What follows belongs to an exercise in optimizing a design on an open flow for small area, a short achievable clock period and few clock cycles; a production flow would make more cautious choices.
Function was checked by simulation only, so behaviour that the tests miss may differ from the original.
Power is estimated from default activity; no workload was simulated.

Setup of PW:
==> flow/design.v <==
module tz_hash (
    input  wire         clk,
    input  wire         rst,
    input  wire         in_valid,
    output wire         in_ready,
    input  wire [1:0]   in_op,
    input  wire [7:0]   in_data,
    output wire         idle,
    output wire [511:0] digest,
    output reg          err
);
    localparam [1:0] OP_INIT   = 2'd0;
    localparam [1:0] OP_ABSORB = 2'd1;
    localparam [1:0] OP_BIT    = 2'd2;
    localparam [1:0] OP_CAT    = 2'd3;
    localparam [126:0] ONE = 127'd1;
    function [126:0] fmulx;
        input [126:0] v;
        begin
            fmulx = {v[125:0], 1'b0};
            if (v[126])
                fmulx = fmulx ^ {63'd0, 1'b1, 62'd0, 1'b1};
        end
    endfunction
    function [126:0] fred;
        input [134:0] v;
        begin
            fred = v[126:0] ^ {56'd0, v[134:127], 55'd0, v[134:127]};
        end
    endfunction
    function [126:0] fmulx8;
        input [126:0] v;
        begin
            fmulx8 = fred({v, 8'd0});
        end
    endfunction
    function [126:0] fdivx;
        input [126:0] v;
        begin
            fdivx = {1'b0, v[126:1]};
            if (v[0])
                fdivx = fdivx ^ {1'b1, 63'd0, 1'b1, 62'd0};
        end
    endfunction
    function [126:0] fdivx8;
        input [126:0] v;
        integer i;
        begin
            fdivx8 = v;
            for (i = 0; i < 8; i = i + 1)
                fdivx8 = fdivx(fdivx8);
        end
    endfunction
    function [126:0] fmul8;
        input [126:0] v;
        input [7:0]   m;
        reg   [126:0] w;
        integer i;
        begin
            fmul8 = 127'd0;
            w = v;
            for (i = 0; i < 8; i = i + 1) begin
                if (m[i]) fmul8 = fmul8 ^ w;
                w = fmulx(w);
            end
        end
    endfunction
    reg [126:0] sa, sb, sc, sd;
    reg [126:0] u1, u2, u3, u4;
    reg         pv;         
    reg [1:0]   pop;
    reg [7:0]   pdata;
    reg         ph;         
    reg [5:0]   idx;        
    reg         bad;        
    reg         rdy;        
    reg         idl;        
    reg         c_init, c_abs, c_mul, c_first, c_hi, c_sw, c_wa, c_wb, c_unsw;
    reg [3:0]   nib;        
    reg [3:0]   nibc_n;     
    reg [7:0]   mb;         
    assign in_ready = rdy;
    assign idle     = idl;
    assign digest   = {1'b0, sa, 1'b0, sb, 1'b0, sc, 1'b0, sd};
    wire accept = in_valid && rdy;
    wire        mul_now  = pv && pop[1];           
    wire        end_now  = mul_now && idx == 6'd63;
    wire        consumed = pv && (pop == OP_ABSORB ? ph : (pop == OP_BIT ? idx == 6'd63 : 1'b1));
    wire        n_pv     = accept || (pv && !consumed);
    wire [1:0]  n_pop    = accept ? in_op : pop;
    wire [7:0]  n_pdata  = accept ? in_data : pdata;
    wire        n_ph     = (pv && pop == OP_ABSORB) ? !ph : ph;
    wire [5:0]  n_idx    = mul_now ? idx + 6'd1 : idx;
    wire        bad_now  = bad || (pop == OP_CAT && idx[3:0] == 4'd0 && pdata[7]);
    wire        n_bad    = mul_now ? (bad_now && idx != 6'd63) : bad;
    wire        n_last   = n_idx == 6'd63;
    wire        n_busy   = (n_pop == OP_ABSORB && !n_ph) || n_pop == OP_BIT ||
                           (n_pop == OP_CAT && n_last);
    reg [7:0] n_mb;
    always @(*) begin
        if (n_pop == OP_BIT) begin
            if (n_idx[3:0] != 4'd15)
                n_mb = 8'd0;
            else
                case (n_idx[5:4])
                    2'd0: n_mb = 8'h02;                       
                    2'd1: n_mb = {6'd0, n_pdata[0], 1'b1};    
                    2'd2: n_mb = 8'h01;                       
                    default: n_mb = {7'd0, n_pdata[0]};       
                endcase
        end else
            n_mb = n_pdata;
    end
    wire [126:0] a1, a2, a3, a4, nb;
    wire [126:0] c1, c2, c3, c4, nd;
    tz_xstep xa1 (.a(sa), .p(sb), .y(a1));
    tz_tstep xa2 (.a(a1), .p(sa), .t(nib[3]), .y(a2));
    tz_tstep xa3 (.a(a2), .p(a1), .t(nib[2]), .y(a3));
    tz_tstep xa4 (.a(a3), .p(a2), .t(nib[1]), .y(a4));
    tz_bstep xb4 (.a(a4), .p(a3), .t(nib[0]), .y(nb));
    tz_xstep xc1 (.a(sc), .p(sd), .y(c1));
    tz_tstep xc2 (.a(c1), .p(sc), .t(!nibc_n[3]), .y(c2));
    tz_tstep xc3 (.a(c2), .p(c1), .t(!nibc_n[2]), .y(c3));
    tz_tstep xc4 (.a(c3), .p(c2), .t(!nibc_n[1]), .y(c4));
    tz_bstep xd4 (.a(c4), .p(c3), .t(!nibc_n[0]), .y(nd));
    wire [126:0] s1 = c_first ? (c_hi ? u3 : 127'd0) : fmulx8(u1);
    wire [126:0] s2 = c_first ? (c_hi ? u4 : 127'd0) : fmulx8(u2);
    wire [126:0] o1 = s1 ^ fmul8(sa, mb);
    wire [126:0] o2 = s2 ^ fmul8(sc, mb);
    always @(posedge clk) begin
        if (rst) begin
            pv      <= 1'b0;
            ph      <= 1'b0;
            idx     <= 6'd0;
            bad     <= 1'b0;
            rdy     <= 1'b1;
            idl     <= 1'b1;
            c_init  <= 1'b0;
            c_abs   <= 1'b0;
            c_mul   <= 1'b0;
            c_sw    <= 1'b0;
            c_wa    <= 1'b0;
            c_wb    <= 1'b0;
            c_unsw  <= 1'b0;
        end else begin
            pv      <= n_pv;
            pop     <= n_pop;
            pdata   <= n_pdata;
            ph      <= n_ph;
            idx     <= n_idx;
            bad     <= n_bad;
            rdy     <= !(n_pv && n_busy);
            idl     <= !n_pv && n_idx == 6'd0 && !end_now;
            c_init  <= n_pv && n_pop == OP_INIT;
            c_abs   <= n_pv && n_pop == OP_ABSORB;
            c_mul   <= n_pv && n_pop[1];
            c_first <= n_idx[3:0] == 4'd0;
            c_hi    <= n_idx[5];
            c_sw    <= n_pv && n_pop[1] && n_idx == 6'd31;
            c_wa    <= n_pv && n_pop[1] && n_idx == 6'd48 && !n_bad &&
                       !(n_pop == OP_CAT && n_pdata[7]);
            c_wb    <= end_now && !bad_now;
            c_unsw  <= end_now && bad_now;
            nib     <= n_ph ? n_pdata[3:0] : n_pdata[7:4];
            nibc_n  <= ~(n_ph ? n_pdata[3:0] : n_pdata[7:4]);
            mb      <= n_mb;
            if (c_mul) begin
                u1 <= o1;
                u2 <= o2;
                u3 <= c_first ? u1 : fdivx8(u3);
                u4 <= c_first ? u2 : fdivx8(u4);
            end
        end
    end
    wire         abs_go = c_abs && !rst;
    reg  [126:0] ka, kb, kc, kd;
    always @(*) begin
        if (abs_go) begin
            ka = 127'd0;
            kb = 127'd0;
            kc = 127'd0;
            kd = 127'd0;
        end else if (rst || c_init) begin
            ka = ONE;
            kb = 127'd0;
            kc = 127'd0;
            kd = ONE;
        end else if (c_sw || c_unsw) begin
            ka = sb;
            kb = sa;
            kc = sd;
            kd = sc;
        end else if (c_wb) begin
            ka = sb;
            kb = u1;
            kc = sd;
            kd = u2;
        end else if (c_wa) begin
            ka = sa;
            kb = u1;
            kc = sc;
            kd = u2;
        end else begin
            ka = sa;
            kb = sb;
            kc = sc;
            kd = sd;
        end
    end
    wire [126:0] da, db, dc, dd;
    tz_andor ma (.s(abs_go), .a(a4), .b(ka), .y(da));
    tz_andor mb_ (.s(abs_go), .a(nb), .b(kb), .y(db));
    tz_andor mc (.s(abs_go), .a(c4), .b(kc), .y(dc));
    tz_andor md (.s(abs_go), .a(nd), .b(kd), .y(dd));
    always @(posedge clk) begin
        sa <= da;
        sb <= db;
        sc <= dc;
        sd <= dd;
    end
    always @(posedge clk) begin
        if (rst || c_init)
            err <= 1'b0;
        else if (c_unsw)
            err <= 1'b1;
    end
endmodule
module tz_xstep (
    input  wire [126:0] a,
    input  wire [126:0] p,
    output wire [126:0] y
);
    assign y = {a[125:0], 1'b0} ^ {63'd0, a[126], 62'd0, a[126]} ^ p;
endmodule
module tz_tstep (
    input  wire [126:0] a,
    input  wire [126:0] p,
    input  wire         t,
    output wire [126:0] y
);
    assign y = {a[125:0], 1'b0} ^ {63'd0, a[126], 62'd0, a[126]} ^ p ^ (t ? a : 127'd0);
endmodule
module tz_andor (
    input  wire         s,
    input  wire [126:0] a,
    input  wire [126:0] b,
    output wire [126:0] y
);
    assign y = (s ? a : 127'd0) | b;
endmodule
module tz_bstep (
    input  wire [126:0] a,
    input  wire [126:0] p,
    input  wire         t,
    output wire [126:0] y
);
    assign y = p ^ (t ? a : 127'd0);
endmodule
clock: 4.0 ns
lec_check: 0
cap_margin: 20
core_margin: 2
core_utilization: 30
place_density: 0.5
setup_slack_margin: 1.0
slew_margin: 20
synth_hierarchical: 1
run.sh (not shown) runs the stock make flow with config.mk's settings and CLKGATE_MAP_FILE= SYNTH_SCRIPT=/design/flow/synth_recipe.tcl, a recipe that flattens the netlist after the stock synthesis.
Testbench counts of PW, summed over its fixed seeds: cycles 69,724.
#### Input delta (JK over PW)
-- flow/design.v --
<<< PW, line 35
        end
    endfunction
    function [126:0] fdivx;
        input [126:0] v;
        begin
            fdivx = {1'b0, v[126:1]};
            if (v[0])
                fdivx = fdivx ^ {1'b1, 63'd0, 1'b1, 62'd0};
        end
    endfunction
    function [126:0] fdivx8;
        input [126:0] v;
        integer i;
        begin
            fdivx8 = v;
            for (i = 0; i < 8; i = i + 1)
                fdivx8 = fdivx(fdivx8);
        end
    endfunction
>>> JK, line 35
        end
    endfunction
    function [126:0] fmulxm128;
        input [126:0] v;
        reg [252:0] w;
        begin
            w = {v, 126'd0} ^ {1'b0, v, 125'd0} ^ {65'd0, v, 61'd0};
            w = {126'd0, w[126:0]} ^ ({127'd0, w[252:127]} << 63) ^ {127'd0, w[252:127]};
            w = {126'd0, w[126:0]} ^ ({127'd0, w[252:127]} << 63) ^ {127'd0, w[252:127]};
            fmulxm128 = w[126:0];
        end
    endfunction
    function [126:0] fmulx128;
        input [126:0] v;
        reg [190:0] w;
        begin
            w = {v, 64'd0};
            fmulx128 = w[126:0] ^ {w[190:127], 63'd0} ^ {63'd0, w[190:127]} ^ fmulx(v);
        end
    endfunction
<<< PW, line 76
    reg         rdy;        
    reg         idl;        
    reg         c_init, c_abs, c_mul, c_first, c_hi, c_sw, c_wa, c_wb, c_unsw;
    reg [3:0]   nib;        
    reg [3:0]   nibc_n;     
>>> JK, line 77
    reg         rdy;        
    reg         idl;        
    reg         c_init, c_abs, c_mul, c_first, c_hi, c_sw, c_wb, c_unsw;
    reg [3:0]   nib;        
    reg [3:0]   nibc_n;     
<<< PW, line 124
    tz_tstep xc4 (.a(c3), .p(c2), .t(!nibc_n[1]), .y(c4));
    tz_bstep xd4 (.a(c4), .p(c3), .t(!nibc_n[0]), .y(nd));
    wire [126:0] s1 = c_first ? (c_hi ? u3 : 127'd0) : fmulx8(u1);
    wire [126:0] s2 = c_first ? (c_hi ? u4 : 127'd0) : fmulx8(u2);
    wire [126:0] o1 = s1 ^ fmul8(sa, mb);
    wire [126:0] o2 = s2 ^ fmul8(sc, mb);
>>> JK, line 125
    tz_tstep xc4 (.a(c3), .p(c2), .t(!nibc_n[1]), .y(c4));
    tz_bstep xd4 (.a(c4), .p(c3), .t(!nibc_n[0]), .y(nd));
    wire [126:0] s1 = fmulx8(c_first ? (c_hi ? u3 : 127'd0) : u1);
    wire [126:0] s2 = fmulx8(c_first ? (c_hi ? u4 : 127'd0) : u2);
    wire [126:0] o1 = s1 ^ fmul8(sa, mb);
    wire [126:0] o2 = s2 ^ fmul8(sc, mb);
<<< PW, line 140
            c_mul   <= 1'b0;
            c_sw    <= 1'b0;
            c_wa    <= 1'b0;
            c_wb    <= 1'b0;
            c_unsw  <= 1'b0;
>>> JK, line 141
            c_mul   <= 1'b0;
            c_sw    <= 1'b0;
            c_wb    <= 1'b0;
            c_unsw  <= 1'b0;
<<< PW, line 158
            c_hi    <= n_idx[5];
            c_sw    <= n_pv && n_pop[1] && n_idx == 6'd31;
            c_wa    <= n_pv && n_pop[1] && n_idx == 6'd48 && !n_bad &&
                       !(n_pop == OP_CAT && n_pdata[7]);
            c_wb    <= end_now && !bad_now;
            c_unsw  <= end_now && bad_now;
>>> JK, line 158
            c_hi    <= n_idx[5];
            c_sw    <= n_pv && n_pop[1] && n_idx == 6'd31;
            c_wb    <= end_now && !bad_now;
            c_unsw  <= end_now && bad_now;
<<< PW, line 168
                u1 <= o1;
                u2 <= o2;
                u3 <= c_first ? u1 : fdivx8(u3);
                u4 <= c_first ? u2 : fdivx8(u4);
            end
        end
>>> JK, line 166
                u1 <= o1;
                u2 <= o2;
                if (c_first) begin
                    u3 <= fmulxm128(u1);
                    u4 <= fmulxm128(u2);
                end
            end
        end
<<< PW, line 192
            kd = sc;
        end else if (c_wb) begin
            ka = sb;
            kb = u1;
            kc = sd;
            kd = u2;
        end else if (c_wa) begin
            ka = sa;
            kb = u1;
            kc = sc;
            kd = u2;
        end else begin
>>> JK, line 192
            kd = sc;
        end else if (c_wb) begin
            ka = fmulx128(u3);
            kb = u1;
            kc = fmulx128(u4);
            kd = u2;
        end else begin
[summary]
- | clock latency at the later pin of the worst-skew pair | PW vs JK | ≈ equal |
- When the final numbers for JK and PW were put side by side, the sequential power share turned out to be smaller in JK.
- NOTE clock tree buffer count of the final layout PW->JK increased by a little under 10%
- From PW to JK the numbers moved as follows: final setup slack of the worst path decreased by 18 ps relative to the old numbers; share of the yosys chip area belonging to registers decreased by 1.0 points relative to the old numbers; clock-cell share of area closely matched the old numbers; synthesized cell count increased by 0.54% relative to the old numbers.
- Looking at launching element of the worst setup path, the sc[125] result is from PW; the sa[55] one comes from JK.
- JK: shortest period the worst path allows 18 ps above PW
Testbench counts of JK, summed over its fixed seeds: cycles 69,724.

-- separate check: timing with driven ports --
The results above use ideal ports. As a check the final layouts listed here were re-extracted and re-timed, cells and wires unchanged. Step 1 assumes that a clkbuf_16 drives the clock port and a buf_2 every other input. Step 2 times the ports against the registers' clock, not the clock port: input delays grow and output delays shrink by t, the midpoint of the rising clock arrivals with the driver on. a / b / c = no drivers / after step 1 / after step 2; a / b = the first two.
| run | t, ns | setup slack, ns | hold WS [ns] | pins driven straight from the clock port |
|---|---|---|---|---|
| PW | 0.914 | 1.070 / 0.976 / 0.830 | 0.454 / 0.454 / 0.454 | 1 |
| JK | 0.935 | 1.052 / 0.943 / 0.870 | 0.485 / 0.485 / 0.485 | 1 |
After both steps setup and hold are still met in every run listed. The setup slack of PW, which loses most, moves by -0.094 ns with the drivers and by -0.240 ns with both steps.
